Background: an optimization exercise with open tools, aiming at small area and a short achievable clock period. Do not read the settings as production practice.
Function was checked by simulation only, so behaviour that the tests miss may differ from the original.
No activity file was given, so power comes from the tool's default toggle rates.

==> flow/design.v <==
module fcb (
    input              clk,
    input              rst,
    input              rx_valid,
    input      [7:0]   rx_byte,
    output reg         dec_valid,
    output reg [2:0]   dec_evt,
    output     [3:0]   dec_len,
    output reg [87:0]  dec_data,
    output reg [1:0]   s2c_kind,
    output     [1:0]   s2c_host,
    output     [10:0]  s2c_id,
    output     [3:0]   s2c_dlc,
    input      [1:0]   cnt_sel,
    output     [15:0]  cnt_val,
    input              enc_valid,
    input      [3:0]   enc_len,
    input      [87:0]  enc_data,
    output             enc_ready,
    output reg         enc_refused,
    input              can_valid,
    input              can_ext,
    input      [28:0]  can_id,
    input      [3:0]   can_dlc,
    input      [63:0]  can_data,
    input      [31:0]  pt_mask,
    output             can_ready,
    output reg         c2s_valid,
    output reg [1:0]   c2s_res,
    output reg [2:0]   c2s_kind,
    output     [23:0]  c2s_arg,
    output     [3:0]   c2s_opc,
    output     [4:0]   c2s_sid,
    output             tx_valid,
    output reg [7:0]   tx_byte,
    input              tx_ready
);
    localparam CNT_MAX = 16'hFFFF;
    localparam EV_NONE     = 3'd0;
    localparam EV_IDLE     = 3'd1;
    localparam EV_DELIVER  = 3'd2;
    localparam EV_OVERFLOW = 3'd3;
    localparam EV_CHAIN    = 3'd4;
    localparam EV_SUM      = 3'd5;
    localparam EV_SHORT    = 3'd6;
    localparam S2C_CAN  = 2'd0;
    localparam S2C_HOST = 2'd1;
    localparam S2C_DROP = 2'd2;
    localparam C2S_DROP  = 2'd0;
    localparam C2S_LOCAL = 2'd1;
    localparam C2S_NOOP  = 2'd2;
    localparam C2S_FWD   = 2'd3;
    integer i, j, k, q;
    reg        rx_empty;
    reg [3:0]  rx_lm2;
    reg [3:0]  rx_dist;
    reg [7:0]  rx_sum;
    wire rx_zero  = (rx_byte == 8'd0);
    wire rx_data  = rx_valid && !rx_zero;
    wire rx_full  = !rx_empty && rx_lm2 == 4'd11;           
    wire rx_code  = rx_empty || rx_dist == 4'd0;            
    wire [7:0] rx_blk = rx_code ? 8'd0 : rx_byte;           
    wire [3:0] rx_slot = rx_lm2 + 4'd1;                    
    wire rx_short = rx_lm2 == 4'd15 || rx_lm2 <= 4'd2;      
    wire [7:0] p0 = dec_data[7:0];
    wire [7:0] p1 = dec_data[15:8];
    reg [1:0] sp_kind;
    always @* begin
        if (p0 == 8'hFF)
            sp_kind = (p1 == 8'h01 || p1 == 8'h02 || p1 == 8'hFF) ? S2C_HOST : S2C_DROP;
        else if (p0[7:3] == 5'd0 && p0[2:1] == 2'd0 && rx_lm2 <= 4'd10 &&
                 ({p0[0], p1[7:5]} != 4'd0) && ({p0[0], p1[7:5]} <= 4'd4))
            sp_kind = S2C_CAN;
        else
            sp_kind = S2C_DROP;
    end
    assign dec_len  = rx_lm2;
    assign s2c_host = {p1[7], ~p1[0]};
    assign s2c_id   = {p0[2:0], p1};
    assign s2c_dlc  = rx_lm2 - 4'd2;
    always @* s2c_kind = sp_kind;
    function [7:0] add8(input [7:0] x, input [7:0] y);
        reg     c;
        integer t;
        begin
            c = 1'b0;
            for (t = 0; t < 8; t = t + 1) begin
                add8[t] = x[t] ^ y[t] ^ c;
                c = (x[t] & y[t]) | (c & (x[t] ^ y[t]));
            end
        end
    endfunction
    reg [2:0] ev;
    always @* begin
        if (!rx_zero)
            ev = rx_full ? EV_OVERFLOW : EV_NONE;
        else if (rx_empty)
            ev = EV_IDLE;
        else if (rx_dist != 4'd0)
            ev = EV_CHAIN;
        else if (rx_sum != 8'd0)
            ev = EV_SUM;
        else if (rx_short)
            ev = EV_SHORT;
        else
            ev = EV_DELIVER;
    end
    always @(posedge clk) begin
        if (rst) begin
            rx_empty  <= 1'b1;
            dec_valid <= 1'b0;
        end else begin
            dec_valid <= rx_valid;
            if (rx_valid) begin
                if (!rx_data || rx_full)
                    rx_empty <= 1'b1;
                else
                    rx_empty <= 1'b0;
            end
        end
    end
    always @(posedge clk) begin
        dec_evt <= ev;
        if (rx_data && !rx_full) begin
            rx_lm2  <= rx_empty ? 4'd15 : rx_lm2 + 4'd1;
            rx_dist <= !rx_code ? rx_dist - 4'd1 :
                       (rx_byte[7:4] != 4'd0) ? 4'd15 : rx_byte[3:0] - 4'd1;
            rx_sum  <= add8(rx_empty ? 8'd0 : rx_sum, rx_blk);
        end
    end
    reg [10:0] dd_we;
    always @* begin
        for (j = 0; j < 11; j = j + 1)
            dd_we[j] = rx_data && !rx_full && !rx_empty && rx_slot == j;
    end
    always @(posedge clk) begin
        for (j = 0; j < 11; j = j + 1)
            dec_data[8*j +: 8] <= ({8{dd_we[j]}} & rx_blk) | ({8{!dd_we[j]}} & dec_data[8*j +: 8]);
    end
    reg         enc_busy;
    assign enc_ready = !enc_busy;
    assign can_ready = !enc_busy && !enc_valid;
    assign tx_valid  = enc_busy;
    wire can_take = can_valid && can_ready;
    wire enc_take = enc_valid && enc_ready;
    wire [4:0] ext_tag = can_id[28:24];
    wire [3:0] std_opc = can_id[8:5];
    wire [4:0] std_sid = can_id[4:0];
    reg [1:0] cr_res;
    reg [2:0] cr_kind;
    always @* begin
        cr_res  = C2S_DROP;
        cr_kind = 3'd0;
        if (can_ext) begin
            cr_res = C2S_LOCAL;
            case (ext_tag)
                5'h1F: cr_kind = 3'd0;
                5'h1E: cr_kind = 3'd1;
                5'h1D: cr_kind = 3'd2;
                5'h1C: cr_kind = 3'd3;
                5'h1B: cr_kind = 3'd4;
                5'h00: cr_kind = 3'd5;
                5'h01: cr_kind = 3'd6;
                default: cr_res = C2S_DROP;
            endcase
        end else if (can_id[10:9] != 2'd0 || std_opc == 4'd0 || std_opc > 4'd4) begin
            cr_res = C2S_DROP;
        end else if (!pt_mask[std_sid] || std_sid == 5'd0) begin
            cr_res = C2S_NOOP;
        end else begin
            cr_res = C2S_FWD;
        end
    end
    always @(posedge clk) begin
        if (rst)
            c2s_valid <= 1'b0;
        else
            c2s_valid <= can_take;
        c2s_res  <= cr_res;
        c2s_kind <= cr_kind;
    end
    reg [15:0] cnt_overflow;
    reg [15:0] cnt_checksum;
    reg [15:0] cnt_short;
    reg [15:0] cnt_unknown;
    wire inc_overflow = rx_valid && ev == EV_OVERFLOW;
    wire inc_checksum = rx_valid && (ev == EV_CHAIN || ev == EV_SUM);
    wire inc_short    = rx_valid && ev == EV_SHORT;
    wire unk_dec      = rx_valid && ev == EV_DELIVER && sp_kind == S2C_DROP;
    wire unk_can      = can_take && cr_res == C2S_DROP;
    function [15:0] sat_inc(input [15:0] v, input en);
        reg     c;
        integer t;
        begin
            c = en && v != CNT_MAX;
            for (t = 0; t < 16; t = t + 1) begin
                sat_inc[t] = v[t] ^ c;
                c = c & v[t];
            end
        end
    endfunction
    reg  [15:0] unk_next;
    reg         unk_c;
    integer     ub;
    always @* begin
        unk_next[0] = cnt_unknown[0] ^ unk_dec ^ unk_can;
        unk_c = (cnt_unknown[0] & (unk_dec ^ unk_can)) | (unk_dec & unk_can);
        for (ub = 1; ub < 16; ub = ub + 1) begin
            unk_next[ub] = cnt_unknown[ub] ^ unk_c;
            unk_c = unk_c & cnt_unknown[ub];
        end
        unk_next = unk_next | {16{unk_c}};
    end
    always @(posedge clk) begin
        if (rst) begin
            cnt_overflow <= 16'd0;
            cnt_checksum <= 16'd0;
            cnt_short    <= 16'd0;
            cnt_unknown  <= 16'd0;
        end else begin
            cnt_overflow <= sat_inc(cnt_overflow, inc_overflow);
            cnt_checksum <= sat_inc(cnt_checksum, inc_checksum);
            cnt_short    <= sat_inc(cnt_short, inc_short);
            cnt_unknown  <= unk_next;
        end
    end
    assign cnt_val = (cnt_sel == 2'd0) ? cnt_overflow :
                     (cnt_sel == 2'd1) ? cnt_checksum :
                     (cnt_sel == 2'd2) ? cnt_short    : cnt_unknown;
    wire [3:0] src_len = enc_valid ? enc_len : can_dlc + 4'd2;
    reg  [10:0] m_enc;         
    reg  [10:0] m_can;         
    reg  [87:0] can_pl;        
    reg  [87:0] src;
    always @* begin
        for (i = 0; i < 11; i = i + 1) begin
            m_enc[i] = enc_valid && (enc_len > i);
            m_can[i] = !enc_valid && ({1'b0, can_dlc} + 5'd2 > i);
        end
        m_can[2] = !enc_valid && (can_ext || can_dlc != 4'd0);
        can_pl = {8'd0, can_data, can_id[7:0], can_ext ? can_id[15:11] : 5'd0, can_id[10:8]};
        if (can_ext)
            can_pl[23:16] = can_id[23:16];
        for (i = 0; i < 11; i = i + 1)
            src[8*i +: 8] = ({8{m_enc[i]}} & enc_data[8*i +: 8]) |
                            ({8{m_can[i]}} & can_pl[8*i +: 8]);
    end
    reg [7:0] src_csum;
    always @* begin
        src_csum = 8'd11;
        for (i = 0; i < 11; i = i + 1)
            src_csum = src_csum + ~src[8*i +: 8];
    end
    reg [7:0] pay [0:10];
    reg [7:0] e_csum;          
    reg       e_first;         
    reg [3:0] e_k;             
    assign c2s_arg = {pay[2], pay[0], pay[1]};
    assign c2s_opc = {pay[0][0], pay[1][7:5]};
    assign c2s_sid = pay[1][4:0];
    wire start_frame = (enc_take && enc_len <= 4'd11) ||
                       (can_take && cr_res == C2S_FWD);
    wire [7:0] e_x    = (e_k == 4'd0) ? e_csum : pay[0];
    wire       e_code = e_first || e_x == 8'd0;
    wire       e_csz  = e_csum == 8'd0;
    reg [3:0]  e_dist;
    reg [11:0] e_hit;
    always @* begin
        e_dist  = e_k + 4'd1 + {3'd0, e_first};
        for (k = 11; k >= 0; k = k - 1) begin
            if (k == e_k)
                e_hit[k] = e_csz;
            else
                e_hit[k] = (k > 10) || (pay[k > 10 ? 0 : k] == 8'd0);
            if ((k > 0 || e_first) && e_hit[k])
                e_dist = k + {3'd0, e_first};
        end
    end
    always @* begin
        if (e_k == 4'd15)
            tx_byte = 8'd0;
        else if (e_code)
            tx_byte = {4'd0, e_dist};
        else
            tx_byte = e_x;
    end
    always @(posedge clk) begin
        if (rst) begin
            enc_busy    <= 1'b0;
            enc_refused <= 1'b0;
        end else begin
            enc_refused <= enc_take && enc_len > 4'd11;
            if (!enc_busy)
                enc_busy <= start_frame;
            else if (tx_ready && !e_first && e_k == 4'd15)
                enc_busy <= 1'b0;
        end
    end
    wire       pay_ld = !enc_busy;
    wire       pay_sh = enc_busy && tx_ready && !e_first;
    wire       pay_hd = enc_busy && !(tx_ready && !e_first);
    always @(posedge clk) begin
        for (q = 0; q < 11; q = q + 1)
            pay[q] <= ({8{pay_ld}} & src[8*q +: 8]) |
                      ({8{pay_sh}} & (q < 10 ? pay[q < 10 ? q + 1 : 0] : 8'd0)) |
                      ({8{pay_hd}} & pay[q]);
    end
    always @(posedge clk) begin
        if (!enc_busy) begin
            e_csum  <= src_csum;
            e_first <= 1'b1;
            e_k     <= src_len;
        end else if (tx_ready) begin
            e_first <= 1'b0;
            if (!e_first) begin
                e_k <= e_k - 4'd1;
            end
        end
    end
endmodule
==> flow/flow/run.sh <==
#!/bin/bash
# The standard layout (standard.sh) with these changes to how it is made:
#  * after the standard synthesis, the logic between the flip-flops is mapped
#    again by ABC for area (flow/reabc.ys, flow/area.abc); the flip-flops,
#    their names and cells are kept as the standard synthesis made them, and
#    so are its full adders and the cnt_val multiplexers (from cnt_sel to
#    cnt_val, a path through the ports that the area mapping would slow down);
#  * port buffers are the smallest buffer (buf_1);
#  * clock tree from clkbuf_4 with sink clusters of up to 10, no dummy loads;
#  * timing repair aims at 14.1 ns of setup slack, so that it speeds up the
#    paths through the ports (the constraints and clock period are unchanged).
# Logs: flow_synth.log, reabc.log, flow_standard.log here, and ORFS's own
# per-step logs under orfs/logs.
set -uo pipefail
W=$PWD
RES=$W/orfs/results/sky130hd/fcb/base
LIB=$FLOW_HOME/platforms/sky130hd/lib/sky130_fd_sc_hd__tt_025C_1v80.lib
OPTS=("BUFFER_PORTS_ARGS=-buffer_cell sky130_fd_sc_hd__buf_1"
      "CTS_ARGS=-sink_clustering_enable -repair_clock_nets -buf_list sky130_fd_sc_hd__clkbuf_4 -sink_clustering_size 10 -sink_clustering_max_diameter 40 -dont_use_dummy_load"
      "SETUP_SLACK_MARGIN=14.1")
bash standard.sh "${OPTS[@]}" $RES/1_2_yosys.v > flow_synth.log 2>&1
cp $RES/1_2_yosys.v $W/1_2_yosys_standard.v
sed -e "s#@LIB@#$LIB#g" -e "s#@IN@#$W/1_2_yosys_standard.v#" -e "s#@OUT@#$W/1_2_yosys_reabc.v#" \
    -e "s#@ABC@#$W/flow/area.abc#" flow/reabc.ys > reabc_run.ys
if yosys -s reabc_run.ys > reabc.log 2>&1 && [ -s $W/1_2_yosys_reabc.v ] &&
   [ "$(grep -c '^module' $W/1_2_yosys_reabc.v)" = 1 ]; then
  cp $W/1_2_yosys_reabc.v $RES/1_2_yosys.v
fi
bash standard.sh "${OPTS[@]}" finish > flow_standard.log 2>&1
==> flow/flow/area.abc <==
strash
&get -n
&fraig -x
&st
&deepsyn -T 120
&dch -f
&nf -R 1000 -a -p -E 2 -C 32 -A 4 -F 8
&put
==> flow/flow/reabc.ys <==
# Area re-mapping of the standard synthesis netlist: the flip-flops, the full
# adders that synthesis extracted and the cnt_val multiplexers are kept as they
# are (same instances, names and cells); the rest of the logic between the
# flip-flops is mapped again by ABC with an area-oriented script (flow/area.abc).
read_liberty -ignore_miss_func @LIB@
read_verilog @IN@
hierarchy -top fcb
setattr -mod -set blackbox 1 sky130_fd_sc_hd__*df* sky130_fd_sc_hd__*dl* sky130_fd_sc_hd__*sdf* sky130_fd_sc_hd__fa_*
# the 4:1 muxes of cnt_val (a path from input to output port) stay as the
# standard synthesis mapped them
setattr -set keep_hierarchy 1 w:cnt_val %ci1 c:* %i
flatten
setattr -mod -set blackbox 1 sky130_fd_sc_hd__mux4_2
rename -hide w:*.*
opt_clean -purge
abc -liberty @LIB@ -dont_use sky130_fd_sc_hd__lpflow_bleeder_1 -dont_use sky130_fd_sc_hd__lpflow_clkbufkapwr_1 -dont_use sky130_fd_sc_hd__lpflow_clkbufkapwr_16 -dont_use sky130_fd_sc_hd__lpflow_clkbufkapwr_2 -dont_use sky130_fd_sc_hd__lpflow_clkbufkapwr_4 -dont_use sky130_fd_sc_hd__lpflow_clkbufkapwr_8 -dont_use sky130_fd_sc_hd__lpflow_clkinvkapwr_1 -dont_use sky130_fd_sc_hd__lpflow_clkinvkapwr_16 -dont_use sky130_fd_sc_hd__lpflow_clkinvkapwr_2 -dont_use sky130_fd_sc_hd__lpflow_clkinvkapwr_4 -dont_use sky130_fd_sc_hd__lpflow_clkinvkapwr_8 -dont_use sky130_fd_sc_hd__lpflow_decapkapwr_12 -dont_use sky130_fd_sc_hd__lpflow_decapkapwr_3 -dont_use sky130_fd_sc_hd__lpflow_decapkapwr_4 -dont_use sky130_fd_sc_hd__lpflow_decapkapwr_6 -dont_use sky130_fd_sc_hd__lpflow_decapkapwr_8 -dont_use sky130_fd_sc_hd__lpflow_inputiso0n_1 -dont_use sky130_fd_sc_hd__lpflow_inputiso0p_1 -dont_use sky130_fd_sc_hd__lpflow_inputiso1n_1 -dont_use sky130_fd_sc_hd__lpflow_inputiso1p_1 -dont_use sky130_fd_sc_hd__lpflow_inputisolatch_1 -dont_use sky130_fd_sc_hd__lpflow_isobufsrc_1 -dont_use sky130_fd_sc_hd__lpflow_isobufsrc_16 -dont_use sky130_fd_sc_hd__lpflow_isobufsrc_2 -dont_use sky130_fd_sc_hd__lpflow_isobufsrc_4 -dont_use sky130_fd_sc_hd__lpflow_isobufsrc_8 -dont_use sky130_fd_sc_hd__lpflow_isobufsrckapwr_16 -dont_use sky130_fd_sc_hd__lpflow_lsbuf_lh_hl_isowell_tap_1 -dont_use sky130_fd_sc_hd__lpflow_lsbuf_lh_hl_isowell_tap_2 -dont_use sky130_fd_sc_hd__lpflow_lsbuf_lh_hl_isowell_tap_4 -dont_use sky130_fd_sc_hd__lpflow_lsbuf_lh_isowell_4 -dont_use sky130_fd_sc_hd__lpflow_lsbuf_lh_isowell_tap_1 -dont_use sky130_fd_sc_hd__lpflow_lsbuf_lh_isowell_tap_2 -dont_use sky130_fd_sc_hd__lpflow_lsbuf_lh_isowell_tap_4 -dont_use sky130_fd_sc_hd__probe_p_8 -dont_use sky130_fd_sc_hd__probec_p_8  -script @ABC@
opt_clean -purge
hilomap -singleton -hicell sky130_fd_sc_hd__conb_1 HI -locell sky130_fd_sc_hd__conb_1 LO
insbuf -buf sky130_fd_sc_hd__buf_1 A X
rename -enumerate -pattern reabc_% w:$* c:$*
opt_clean -purge
tee -o reabc_stat.log stat -liberty @LIB@
write_verilog -noattr -nohex -nodec -noexpr @OUT@
==> flow/standard.sh <==
#!/bin/bash
# synth_recipe.tcl (not shown) runs the flow's synth.tcl, then flattens the netlist and writes it again
# the make line also repeats each setting of config.mk as NAME=value (left out here)
make -C /OpenROAD-flow-scripts/flow DESIGN_CONFIG=/design/flow/config.mk WORK_HOME=/design/flow/orfs CLKGATE_MAP_FILE= SYNTH_SCRIPT=/design/flow/synth_recipe.tcl "${@:-finish}"
==> flow/config.mk <==
export PLATFORM = sky130hd
export DESIGN_NAME = fcb
export DESIGN_NICKNAME = fcb
export VERILOG_FILES = /design/flow/design.v
export SDC_FILE = /design/flow/constraint.sdc
export NUM_CORES = 4
export LEC_CHECK = 0
export CAP_MARGIN = 20
export CORE_MARGIN = 2
export CORE_UTILIZATION = 40
export SLEW_MARGIN = 20
==> flow/constraint.sdc <==
create_clock -name core_clock -period 25.0 [get_ports {clk}]
set_input_delay 5.0000 -clock core_clock [delete_from_list [all_inputs] [get_ports {clk}]]
set_output_delay 5.0000 -clock core_clock [all_outputs]
set_load 0.01 [all_outputs]
==> results of run 1 <==
-- stage by stage --
stage / util, % / area, µm² / worst slack, ns
detailed placement: 46.7 / 16100 / 12.82
floorplan: - / 13900 / 14.11
global route: 48.1 / 16600 / 14.03
global placement: 46.7 / 16100 / 12.91
CTS: 47.9 / 16500 / 14.07
finish: 48.1 / 16600 / 14.09
-- layout make-up --
type | instances | area [µm²]
Fill cell | 3284 | 17900
Multi-Input combinational cell | 917 | 6870
Sequential cell | 282 | 6810
Timing Repair Buffer | 435 | 1770
Tap cell | 455 | 569
Clock buffer | 44 | 330
Inverter | 59 | 225
Antenna cell | 3 | 7.51
-- cell usage in the layout (no fill, tap or decap), types with 31 or more instances in the layout --
| master | count |
|---|---|
| buf_1 | 406 |
| dfxtp_1 | 165 |
| edfxtp_1 | 116 |
| a21oi_1 | 104 |
| nand2_1 | 74 |
| a22oi_1 | 68 |
| nor2_1 | 66 |
| fa_1 | 63 |
| clkinv_1 | 57 |
| o22ai_1 | 48 |
| nor3_1 | 46 |
| clkbuf_4 | 44 |
| o21ai_0 | 39 |
| o21a_1 | 38 |
| nor4_1 | 37 |
| xnor2_1 | 31 |
-- timing repair --
action                                  4_1_cts  5_1_grt
gates resized for setup                      24       15
setup buffers                                 0        1
gates cloned                                  1        0
endpoints found under the setup margin       19       11
pin swaps                                     0        1
hold buffers                                  0        0
-- routing by layer --
| layer | track usage (%) | vias to the layer above | wire (µm) |
|---|---|---|---|
| li1 | - | 5844 | - |
| met1 | 32.5 | 5976 | 19400 |
| met2 | 38.8 | 610 | 20500 |
| met3 | 4.12 | 91 | 3490 |
| met4 | 8.26 | 2 | 1270 |
| met5 | 0 | - | 12 |
-- worst min-delay path: cells and delay by family, from the launching register on --
kind / cells / cell delay [ns]
AOI/OAI and AO/OA: 1 / 0.05
buffers and inverters: 1 / 0.05
DFF: 1 / 0.35
-- power breakdown --
part           leakage (nW)  switching, W  internal [W]  total, W
Clock                 0.202      0.000146     0.0000806  0.000227
Sequential             2.43     0.0000352      0.000543  0.000578
Combinational          2.91      0.000324      0.000275  0.000599
-- final timing paths --
| path | end | cells after the start | start | slack (ns) |
|---|---|---|---|---|
| max reg2reg | cnt_unknown[12] | 14 | enc_busy | 20.35 |
| min reg2reg | cnt_short[15] | 2 | cnt_short[15] | 0.48 |
| max | cnt_val[3] | 4 | cnt_sel[0] | 14.09 |
| min | cnt_short[15] | 2 | cnt_short[15] | 0.48 |
==> metrics.yaml, run 1 <==
outcome:
  status: "complete, no violations"
layout:
  final-instance-count-excl-fill: 2195
  drive_gt1_share_pct: 5.99
  syn2layout_area_growth_pct: 18.9
  fin_nets: 2040
global_route:
  grt_pass1_wl_um: 66600
  grt_pass1_vias: 11600
  grt_use_total_pct: 24.0
  antenna_found_initial: 4
  grt_max_degree: 75
  grt_overflow: 0
worst_setup_path:
  worst-path-buf-inv: 3
  crit_fanout: 8
  cp_top_family: "multiplexers"
  cp_slowest_cell: "mux4_2"
  cp-start-kind: "primary input"
  worstSetupEndpointType: "output port"
  path_class: "primary input to output port"
  path_cells: "buf_8 > buf_12 > mux4_2 > clkbuf_2"
  cp.arrival_ns: 5.91
  required_ns: 20.00
  slowest_delay_ns: 0.54
die:
  dieArea_um2: 36400
  start_util_pct: 40.5
  die_h_um: 191
  coreArea_um2: 34500
  rows: 68
  ios: 420
  die_x_um: 191
sta:
  worst_slew_pin_slew_ns: 1.09
  rsz0062_at_grt: "true"
  setup_violations: 0
  skew_ns: 0.0729
  fin_tns_setup_ns: 0
  max-slew-margin-rel_pct: 26.3
  hold_slack_ns: 0.483
  fmax_mhz: 91.6
  period_share_pct: 43.7
  period_minus_slack_ns: 10.91
  hold_viol: 0
  slew_violations: 0
worst_hold_path:
  hp-class: "register to register"
clocking:
  cts_tree: "built"
  cts_buffer_depth: 3
  clk_pin_slew_worst_paths_ns: 0.10
  clock_sinks: 282
  htreeDepth: 2
  worstSkewPairLatency_ns: 0.68
  cts_made_buffers: 44
  cts_root_buf: "clkbuf_4"
drt:
  drt-pass1-iter-count: 9
  wirelength_um: 44800
  vias: 12500
  viasPerCell: 5.71
  drc: 0
  wl_per_cell_um: 20.4
  drtIter0Drc: 1037
  drtAntennaViolNets: 0
pwr:
  vdd_drop_max_mv: 0.0837
  cellLeakagePower_nw: 5.55
  powerDensity_nw_per_um2: 84.7
  p_total_w: 0.00140
logic_synthesis:
  syn-cell-area_um2: 13900
  synth_nets: 1583
  yosysWarningCount: 2
  avgSynthCellArea_um2: 10.9
  synth_cells: 1282
placement:
  port_buffers: 418
  finalWeightedCongestion: 0.967
  place_inst: 2146
  hpwl_um: 34700
flow_run:
  drv_cap: 0
==> inputs of run 2 (changes only) <==
==> flow/flow/run.sh (replaced) <==
#!/bin/bash
# The standard layout (standard.sh) with these changes to how it is made:
#  * after the standard synthesis, the logic between the flip-flops is mapped
#    again by ABC for area (flow/reabc.ys, flow/area.abc); the flip-flops,
#    their names and cells are kept as the standard synthesis made them, and
#    so are its full adders; the cnt_val multiplexers are rebuilt as a shared
#    select decode and a two-level AND-OR (flow/cntmux.v);
#  * port buffers are the smallest buffer (buf_1);
#  * clock tree from clkbuf_4 with sink clusters of up to 10, no dummy loads;
#  * timing repair aims at 14.3 ns of setup slack, so that it speeds up the
#    paths through the ports (the constraints and clock period are unchanged).
# Logs: flow_synth.log, reabc.log, flow_standard.log here, and ORFS's own
# per-step logs under orfs/logs.
set -uo pipefail
W=$PWD
RES=$W/orfs/results/sky130hd/fcb/base
LIB=$FLOW_HOME/platforms/sky130hd/lib/sky130_fd_sc_hd__tt_025C_1v80.lib
OPTS=("BUFFER_PORTS_ARGS=-buffer_cell sky130_fd_sc_hd__buf_1"
      "CTS_ARGS=-sink_clustering_enable -repair_clock_nets -buf_list sky130_fd_sc_hd__clkbuf_4 -sink_clustering_size 10 -sink_clustering_max_diameter 40 -dont_use_dummy_load"
      "SETUP_SLACK_MARGIN=14.15")
bash standard.sh "${OPTS[@]}" $RES/1_2_yosys.v > flow_synth.log 2>&1
cp $RES/1_2_yosys.v $W/1_2_yosys_standard.v
sed -e "s#@LIB@#$LIB#g" -e "s#@IN@#$W/1_2_yosys_standard.v#" -e "s#@OUT@#$W/1_2_yosys_reabc.v#" \
    -e "s#@ABC@#$W/flow/area.abc#" -e "s#@CNTMUX@#$W/flow/cntmux.v#" flow/reabc.ys > reabc_run.ys
if yosys -s reabc_run.ys > reabc.log 2>&1 && [ -s $W/1_2_yosys_reabc.v ] &&
   [ "$(grep -c '^module' $W/1_2_yosys_reabc.v)" = 1 ]; then
  cp $W/1_2_yosys_reabc.v $RES/1_2_yosys.v
fi
bash standard.sh "${OPTS[@]}" finish > flow_standard.log 2>&1
==> flow/flow/cntmux.v (new file) <==
// Replacement for the 4:1 multiplexers that drive cnt_val: a decode of the
// select (shared by all bits once identical cells are merged) and a two-level
// AND-OR, shorter from the select inputs than the mux4 cell.
module sky130_fd_sc_hd__mux4_2 (A0, A1, A2, A3, S0, S1, X);
  input A0, A1, A2, A3, S0, S1;
  output X;
  wire s0, s1, s2, s3, y0, y1;
  sky130_fd_sc_hd__nor2_1  d0 (.A(S0), .B(S1), .Y(s0));
  sky130_fd_sc_hd__nor2b_1 d1 (.A(S1), .B_N(S0), .Y(s1));
  sky130_fd_sc_hd__nor2b_1 d2 (.A(S0), .B_N(S1), .Y(s2));
  sky130_fd_sc_hd__and2_1  d3 (.A(S0), .B(S1), .X(s3));
  sky130_fd_sc_hd__a22oi_1 g0 (.A1(s0), .A2(A0), .B1(s1), .B2(A1), .Y(y0));
  sky130_fd_sc_hd__a22oi_1 g1 (.A1(s2), .A2(A2), .B1(s3), .B2(A3), .Y(y1));
  sky130_fd_sc_hd__nand2_1 g2 (.A(y0), .B(y1), .Y(X));
endmodule
==> flow/flow/reabc.ys (replaced) <==
# Area re-mapping of the standard synthesis netlist: the flip-flops (and the
# full adders that synthesis extracted) are kept
# as they are (same instances, names and cells); the logic between them is
# mapped again by ABC with an area-oriented script (flow/area.abc).
read_liberty -ignore_miss_func @LIB@
read_verilog @IN@
hierarchy -top fcb
setattr -mod -set blackbox 1 sky130_fd_sc_hd__*df* sky130_fd_sc_hd__*dl* sky130_fd_sc_hd__*sdf* sky130_fd_sc_hd__fa_*
# the 4:1 muxes of cnt_val (a path from input to output port) are kept out
# of ABC
setattr -set keep_hierarchy 1 w:cnt_val %ci1 c:* %i
flatten
setattr -mod -set blackbox 1 sky130_fd_sc_hd__mux4_2
rename -hide w:*.*
opt_clean -purge
abc -liberty @LIB@ -dont_use sky130_fd_sc_hd__lpflow_bleeder_1 -dont_use sky130_fd_sc_hd__lpflow_clkbufkapwr_1 -dont_use sky130_fd_sc_hd__lpflow_clkbufkapwr_16 -dont_use sky130_fd_sc_hd__lpflow_clkbufkapwr_2 -dont_use sky130_fd_sc_hd__lpflow_clkbufkapwr_4 -dont_use sky130_fd_sc_hd__lpflow_clkbufkapwr_8 -dont_use sky130_fd_sc_hd__lpflow_clkinvkapwr_1 -dont_use sky130_fd_sc_hd__lpflow_clkinvkapwr_16 -dont_use sky130_fd_sc_hd__lpflow_clkinvkapwr_2 -dont_use sky130_fd_sc_hd__lpflow_clkinvkapwr_4 -dont_use sky130_fd_sc_hd__lpflow_clkinvkapwr_8 -dont_use sky130_fd_sc_hd__lpflow_decapkapwr_12 -dont_use sky130_fd_sc_hd__lpflow_decapkapwr_3 -dont_use sky130_fd_sc_hd__lpflow_decapkapwr_4 -dont_use sky130_fd_sc_hd__lpflow_decapkapwr_6 -dont_use sky130_fd_sc_hd__lpflow_decapkapwr_8 -dont_use sky130_fd_sc_hd__lpflow_inputiso0n_1 -dont_use sky130_fd_sc_hd__lpflow_inputiso0p_1 -dont_use sky130_fd_sc_hd__lpflow_inputiso1n_1 -dont_use sky130_fd_sc_hd__lpflow_inputiso1p_1 -dont_use sky130_fd_sc_hd__lpflow_inputisolatch_1 -dont_use sky130_fd_sc_hd__lpflow_isobufsrc_1 -dont_use sky130_fd_sc_hd__lpflow_isobufsrc_16 -dont_use sky130_fd_sc_hd__lpflow_isobufsrc_2 -dont_use sky130_fd_sc_hd__lpflow_isobufsrc_4 -dont_use sky130_fd_sc_hd__lpflow_isobufsrc_8 -dont_use sky130_fd_sc_hd__lpflow_isobufsrckapwr_16 -dont_use sky130_fd_sc_hd__lpflow_lsbuf_lh_hl_isowell_tap_1 -dont_use sky130_fd_sc_hd__lpflow_lsbuf_lh_hl_isowell_tap_2 -dont_use sky130_fd_sc_hd__lpflow_lsbuf_lh_hl_isowell_tap_4 -dont_use sky130_fd_sc_hd__lpflow_lsbuf_lh_isowell_4 -dont_use sky130_fd_sc_hd__lpflow_lsbuf_lh_isowell_tap_1 -dont_use sky130_fd_sc_hd__lpflow_lsbuf_lh_isowell_tap_2 -dont_use sky130_fd_sc_hd__lpflow_lsbuf_lh_isowell_tap_4 -dont_use sky130_fd_sc_hd__probe_p_8 -dont_use sky130_fd_sc_hd__probec_p_8  -script @ABC@
opt_clean -purge
# cnt_val: the kept 4:1 muxes become a shared select decode and a two-level
# AND-OR per bit (flow/cntmux.v), faster from cnt_sel than the mux4 cell
read_liberty -lib -ignore_redef -ignore_miss_func @LIB@
techmap -map @CNTMUX@ w:cnt_val %ci1 c:* %i
setattr -unset keep_hierarchy c:*
opt_merge -share_all
rename -hide w:*.* c:*.*
opt_clean -purge
hilomap -singleton -hicell sky130_fd_sc_hd__conb_1 HI -locell sky130_fd_sc_hd__conb_1 LO
insbuf -buf sky130_fd_sc_hd__buf_1 A X
rename -enumerate -pattern reabc_% w:$* c:$*
opt_clean -purge
tee -o reabc_stat.log stat -liberty @LIB@
write_verilog -noattr -nohex -nodec -noexpr @OUT@
--- a/flow/config.mk
+++ b/flow/config.mk
@@ -8,4 +8,7 @@
 export CAP_MARGIN = 20
 export CORE_MARGIN = 2
 export CORE_UTILIZATION = 40
+export CTS_BUF_LIST = sky130_fd_sc_hd__clkbuf_8
+export CTS_CLUSTER_DIAMETER = 60
+export CTS_CLUSTER_SIZE = 15
 export SLEW_MARGIN = 20
==> metrics.yaml, run 2 <==
outcome:
  status: "complete, no violations"
sta:
  max-slew-margin-rel_pct: 33.5
  rsz0062_at_grt: "true"
  slew_violations: 0
  fmax_mhz: 91.8
  hold_viol: 0
  setup_violations: 0
  worst_slew_pin_slew_ns: 0.989
  fin_tns_setup_ns: 0
  period_minus_slack_ns: 10.89
  skew_ns: 0.0707
  period_share_pct: 43.5
layout:
  syn2layout_area_growth_pct: 20.2
  fin_nets: 2081
  drive_gt1_share_pct: 7.03
  final_common_cell: "buf_1"
  layout_common_cells: "buf_1 (400), dfxtp_1 (165), edfxtp_1 (116)"
drt:
  wirelength_um: 47100
  drtAntennaViolNets: 0
  drtIter0Drc: 1045
  met1_length_um: 19400
  route.met2.wl_um: 23100
  drc: 0
  viasPerCell: 5.69
  dr_wl_met3_um: 3160
  top_layer_used: "met5"
  drt-pass1-iter-count: 6
  vias: 12700
  wl_per_cell_um: 21.1
global_route:
  grt_pass1_vias: 12000
  grt_overflow: 0
  grt_use_total_pct: 25.5
  grt_pass1_wl_um: 70400
  antenna_found_initial: 2
  grt_max_degree: 75
worst_setup_path:
  path_cells: "buf_8 > nor2b_4 > buf_12 > a22oi_1 > nand2_1 > clkbuf_2"
  cp.arrival_ns: 5.89
  worstSetupEndpointType: "output port"
  path_class: "primary input to output port"
  cp_slowest_cell: "a22oi_1"
  cp-start-kind: "primary input"
  worst-path-buf-inv: 3
  cp_top_family: "buffers and inverters"
  crit_fanout: 8
  required_ns: 20.00
  slowest_delay_ns: 0.22
pwr:
  p_total_w: 0.00139
  powerDensity_nw_per_um2: 83.3
  cellLeakagePower_nw: 5.66
  vdd_drop_max_mv: 0.0988
die:
  start_util_pct: 40.5
  ios: 420
  coreArea_um2: 34400
  die_x_um: 190
  rows: 68
  dieArea_um2: 36300
  die_h_um: 190
placement:
  hpwl_um: 36400
  finalWeightedCongestion: 0.941
  port_buffers: 418
logic_synthesis:
  synth_nets: 1619
  yosysWarningCount: 2
  syn-cell-area_um2: 13900
  synth_cells: 1318
  avgSynthCellArea_um2: 10.6
clocking:
  clock_sinks: 282
  worstSkewPairLatency_ns: 0.70
  htreeDepth: 2
  cts_tree: "built"
  cts_buffer_depth: 3
  clk_pin_slew_worst_paths_ns: 0.05
  cts_root_buf: "clkbuf_4"
  ctsHoldBuffers: 0
  cts_made_buffers: 42
worst_hold_path:
  hp-class: "register to register"
flow_run:
  drv_cap: 0
==> run 2: changes by cell type in the layout (fill, tap and decap cells not counted), sizes merged, moves of 2 or more <==
| cell | previous run | this run |
|---|---|---|
| mux4 | 16 | 0 |
| a22oi | 68 | 100 |
| nor2b | 19 | 21 |
| nand2 | 74 | 90 |
| clkbuf | 51 | 55 |
| diode | 3 | 1 |
==> run 2: tightest hold or removal path, stage by stage (launching register included) <==
cell and delay [ns]:
dfxtp_1 0.32, nand2_1 0.05, o21ai_0 0.07
==> run 2: cell type report <==
cell class	instances	area, µm²
tap	455	569
fill	3340	17700
multi-input combinational	953	6950
timing repair buffer	442	1850
inverter	59	223
sequential	282	6810
antenna	1	2.50
clock buffer	42	315
==> run 2: final timing paths <==
kind	start	to	slack, ns	cells after the start
worst min register to register	pay[10][4]	pay[10][4]	0.49	2
worst max register to register	register	cnt_unknown[2]	20.66	17
worst min-delay path	pay[10][4]	pay[10][4]	0.49	2
worst max-delay path	cnt_sel[1]	cnt_val[0]	14.11	6
==> run 2: routing by layer <==
layer | up-vias | GRT usage, %
li1 | 5950 | -
met1 | 6102 | 32.7
met2 | 572 | 44.3
met3 | 88 | 3.96
met4 | 2 | 8.02
met5 | - | 0
==> run 2: through the flow <==
| step | instance area [µm²] | instances | utilization [%] | hold WS (ns) | setup slack [ns] |
|---|---|---|---|---|---|
| final | 16700 | 2234 | 48.6 | 0.490 | 14.11 |
| after global routing | 16700 | 2234 | 48.6 | 0.522 | 14.10 |
| after CTS | 16600 | 2232 | 48.2 | 0.496 | 14.09 |
| after detailed placement | 16100 | 2186 | 46.9 | 0.476 | 12.84 |
| after global placement | 16100 | 2186 | 46.9 | 0.469 | 12.89 |
| after floorplan | 13900 | 1318 | - | 0.441 | 14.15 |
==> run 2: repair_timing <==
item | 4_1_cts | 5_1_grt
buffers inserted | 4 | 0
pin swaps | 6 | 6
resized for setup | 26 | 43
endpoints found under the hold margin | 0 | 0
endpoints found under the setup margin | 19 | 17
cloned | 0 | 1
==> run 2: where the power goes <==
part           internal, W  leakage [nW]  switching (W)
combinational     0.000274          3.04       0.000312
clock            0.0000771         0.193       0.000149
sequential        0.000543          2.43      0.0000374
==> inputs of run 3 (changes only) <==
--- a/flow/design.v
+++ b/flow/design.v
@@ -126,17 +126,11 @@
             rx_dist <= !rx_code ? rx_dist - 4'd1 :
                        (rx_byte[7:4] != 4'd0) ? 4'd15 : rx_byte[3:0] - 4'd1;
             rx_sum  <= add8(rx_empty ? 8'd0 : rx_sum, rx_blk);
+            for (j = 0; j < 11; j = j + 1)
+                if (!rx_empty && rx_slot == j)
+                    dec_data[8*j +: 8] <= rx_blk;
         end
     end
-    reg [10:0] dd_we;
-    always @* begin
-        for (j = 0; j < 11; j = j + 1)
-            dd_we[j] = rx_data && !rx_full && !rx_empty && rx_slot == j;
-    end
-    always @(posedge clk) begin
-        for (j = 0; j < 11; j = j + 1)
-            dec_data[8*j +: 8] <= ({8{dd_we[j]}} & rx_blk) | ({8{!dd_we[j]}} & dec_data[8*j +: 8]);
-    end
     reg         enc_busy;
     assign enc_ready = !enc_busy;
     assign can_ready = !enc_busy && !enc_valid;
@@ -296,17 +290,10 @@
                 enc_busy <= 1'b0;
         end
     end
-    wire       pay_ld = !enc_busy;
-    wire       pay_sh = enc_busy && tx_ready && !e_first;
-    wire       pay_hd = enc_busy && !(tx_ready && !e_first);
-    always @(posedge clk) begin
-        for (q = 0; q < 11; q = q + 1)
-            pay[q] <= ({8{pay_ld}} & src[8*q +: 8]) |
-                      ({8{pay_sh}} & (q < 10 ? pay[q < 10 ? q + 1 : 0] : 8'd0)) |
-                      ({8{pay_hd}} & pay[q]);
-    end
     always @(posedge clk) begin
         if (!enc_busy) begin
+            for (q = 0; q < 11; q = q + 1)
+                pay[q] <= src[8*q +: 8];
             e_csum  <= src_csum;
             e_first <= 1'b1;
             e_k     <= src_len;
@@ -314,6 +301,9 @@
             e_first <= 1'b0;
             if (!e_first) begin
                 e_k <= e_k - 4'd1;
+                for (q = 0; q < 10; q = q + 1)
+                    pay[q] <= pay[q+1];
+                pay[10] <= 8'd0;
             end
         end
     end
--- a/flow/flow/run.sh
+++ b/flow/flow/run.sh
@@ -17,7 +17,7 @@
 LIB=$FLOW_HOME/platforms/sky130hd/lib/sky130_fd_sc_hd__tt_025C_1v80.lib
 OPTS=("BUFFER_PORTS_ARGS=-buffer_cell sky130_fd_sc_hd__buf_1"
       "CTS_ARGS=-sink_clustering_enable -repair_clock_nets -buf_list sky130_fd_sc_hd__clkbuf_4 -sink_clustering_size 10 -sink_clustering_max_diameter 40 -dont_use_dummy_load"
-      "SETUP_SLACK_MARGIN=14.15")
+      "SETUP_SLACK_MARGIN=14.3")
 bash standard.sh "${OPTS[@]}" $RES/1_2_yosys.v > flow_synth.log 2>&1
 cp $RES/1_2_yosys.v $W/1_2_yosys_standard.v
 sed -e "s#@LIB@#$LIB#g" -e "s#@IN@#$W/1_2_yosys_standard.v#" -e "s#@OUT@#$W/1_2_yosys_reabc.v#" \
==> metrics.yaml, run 3 <==
layout:
  fin_nets: 2110
  syn2layout_area_growth_pct: 19.7
  layout_top_registers: "dec_data: 88 flops, pay: 88 flops"
  final_common_cell: "buf_1"
  drive_gt1_share_pct: 6.36
  layout_common_cells: "buf_1 (399), nand2_1 (232), edfxtp_1 (204)"
sta:
  setup_violations: 0
  fin_tns_setup_ns: 0
  worst_slew_pin_slew_ns: 1.11
  slew_violations: 0
  period_share_pct: 43.3
  fmax_mhz: 92.4
  period_minus_slack_ns: 10.83
  max-slew-margin-rel_pct: 25.9
  skew_ns: 0.106
  rsz0062_at_grt: "true"
  hold_viol: 0
placement:
  port_buffers: 418
  hpwl_um: 37300
  finalWeightedCongestion: 0.888
worst_setup_path:
  worstReg2RegStart: "rx_dist[1]"
  cp-start-kind: "primary input"
  reg2reg_slack_ns: 20.06
  path_class: "primary input to output port"
  cp.arrival_ns: 5.83
  worstSetupEndpointType: "output port"
  regToRegEndpoint: "cnt_unknown[13]"
  reg2reg_depth: 16
  required_ns: 20.00
  crit_fanout: 8
logic_synthesis:
  syn-cell-area_um2: 14500
  avgSynthCellArea_um2: 10.8
  yosysWarningCount: 2
  synth_nets: 1644
  synth_cells: 1343
pwr:
  vdd_drop_max_mv: 0.0923
  p_total_w: 0.00143
  cellLeakagePower_nw: 6.17
  powerDensity_nw_per_um2: 82.3
die:
  coreArea_um2: 35700
  die_x_um: 195
  dieArea_um2: 37800
  ios: 420
  rows: 69
  start_util_pct: 40.7
  die_h_um: 195
global_route:
  grt_pass1_wl_um: 71700
  grt_overflow: 0
  antenna_found_initial: 3
  grt_use_total_pct: 24.9
  grt_max_degree: 70
  grt_pass1_vias: 12100
drt:
  drt-pass1-iter-count: 7
  wl_per_cell_um: 21.1
  drtAntennaViolNets: 0
  drc: 0
  viasPerCell: 5.52
  wirelength_um: 47900
  vias: 12500
  drtIter0Drc: 957
clocking:
  cts_buffer_depth: 3
  cts_tree: "built"
  cts_made_buffers: 48
  htreeDepth: 2
  cts_root_buf: "clkbuf_4"
  worstSkewPairLatency_ns: 0.74
  clock_sinks: 282
  clk_pin_slew_worst_paths_ns: 0.09
flow_run:
  drv_cap: 0
worst_hold_path:
  worstHoldStart: "pay[7][1]"
  whs_path_depth: 2
  hp-class: "register to register"
  whs_endpoint: "pay[6][1]"
outcome:
  status: "complete, no violations"
[run 3: per-stage QoR]
step	setup WS [ns]	cells	util (%)	cell area, µm²	hold WS (ns)
4_1_cts	14.16	2264	48.6	17300	0.499
2_1_floorplan	12.86	1343	-	14500	0.441
3_5_place_dp	13.71	2209	46.8	16700	0.482
3_3_place_gp	13.73	2209	46.8	16700	0.469
5_1_grt	14.14	2271	48.7	17400	0.516
6_report	14.17	2271	48.7	17400	0.498
[run 3: layout make-up]
type / instances / area [µm²]
Multi-Input combinational cell: 975 / 6650
Sequential cell: 282 / 7690
Tap cell: 461 / 577
Timing Repair Buffer: 438 / 1840
Inverter: 64 / 253
Fill cell: 3432 / 18300
Clock buffer: 48 / 360
Antenna cell: 3 / 7.51
[run 3: power breakdown]
group / switching [W] / internal (W) / total, W / leakage (nW)
combinational: 0.000333 / 0.000254 / 0.000587 / 3.31
clock: 0.000156 / 0.0000873 / 0.000244 / 0.221
sequential: 0.0000293 / 0.000571 / 0.000600 / 2.64
total: 0.000519 / 0.000912 / 0.00143 / 6.17
[run 3: timing repair]
item	in CTS	in global routing
endpoints found under the setup margin	17	17
hold buffers	0	0
cloned	2	0
pin swaps	8	3
gates resized for setup	43	6
setup buffers	5	3
[run 3: routing by layer]
metal  GRT usage, %  vias to the layer above  wire length (µm)
met5              0                        -                 0
met4           8.92                        0              1640
met3           4.60                       90              3530
met2           41.7                      533             22600
met1           32.4                     5995             20100
li1               -                     5907                 -
[run 3: worst max path at each step]
stage                 end  slack (ns)  startpoint  cells past startpoint
2_1_floorplan      e_k[0]       12.86    tx_ready                      2
3_3_place_gp   cnt_val[9]       13.73  cnt_sel[1]                      5
3_5_place_dp   cnt_val[9]       13.71  cnt_sel[1]                      5
4_1_cts        cnt_val[9]       14.16  cnt_sel[1]                      6
5_1_grt        cnt_val[8]       14.14  cnt_sel[1]                      6
6_report       cnt_val[8]       14.17  cnt_sel[1]                      6
[run 3: worst max-delay path, cell delays in order]
cell and delay, ns:
buf_12 0.11, nor2b_4 0.15, buf_12 0.14, a22oi_2 0.18, nand2_1 0.09, buf_2 0.15

afterwards: timing with drivers on the ports:
Ports are ideal in the flow. The routed layouts listed here were re-timed in OpenROAD. Step 1, drivers: a clkbuf_16 drives clk and a buf_2 each remaining input, both assumed. Step 2 moves the port delays by t, midway between the first and last clock arrival at a register: inputs arrive t later, outputs are due t later. That takes back most of the time a late clock gives input paths. Three values: ideal ports, drivers, drivers and shift; two values: the first two.
run	t, ns	setup slack, ns	worst slew at a driven data input, ns
run 1	0.686	14.085 / 14.028 / 13.585	0.09
run 2	0.711	14.113 / 14.074 / 13.745	0.12
run 3	0.739	14.172 / 14.125 / 14.097	0.11
After both steps setup and hold are still met in every run listed. For run 1, which loses most, drivers alone change the setup slack by -0.057 ns; drivers and shift together by -0.500 ns.
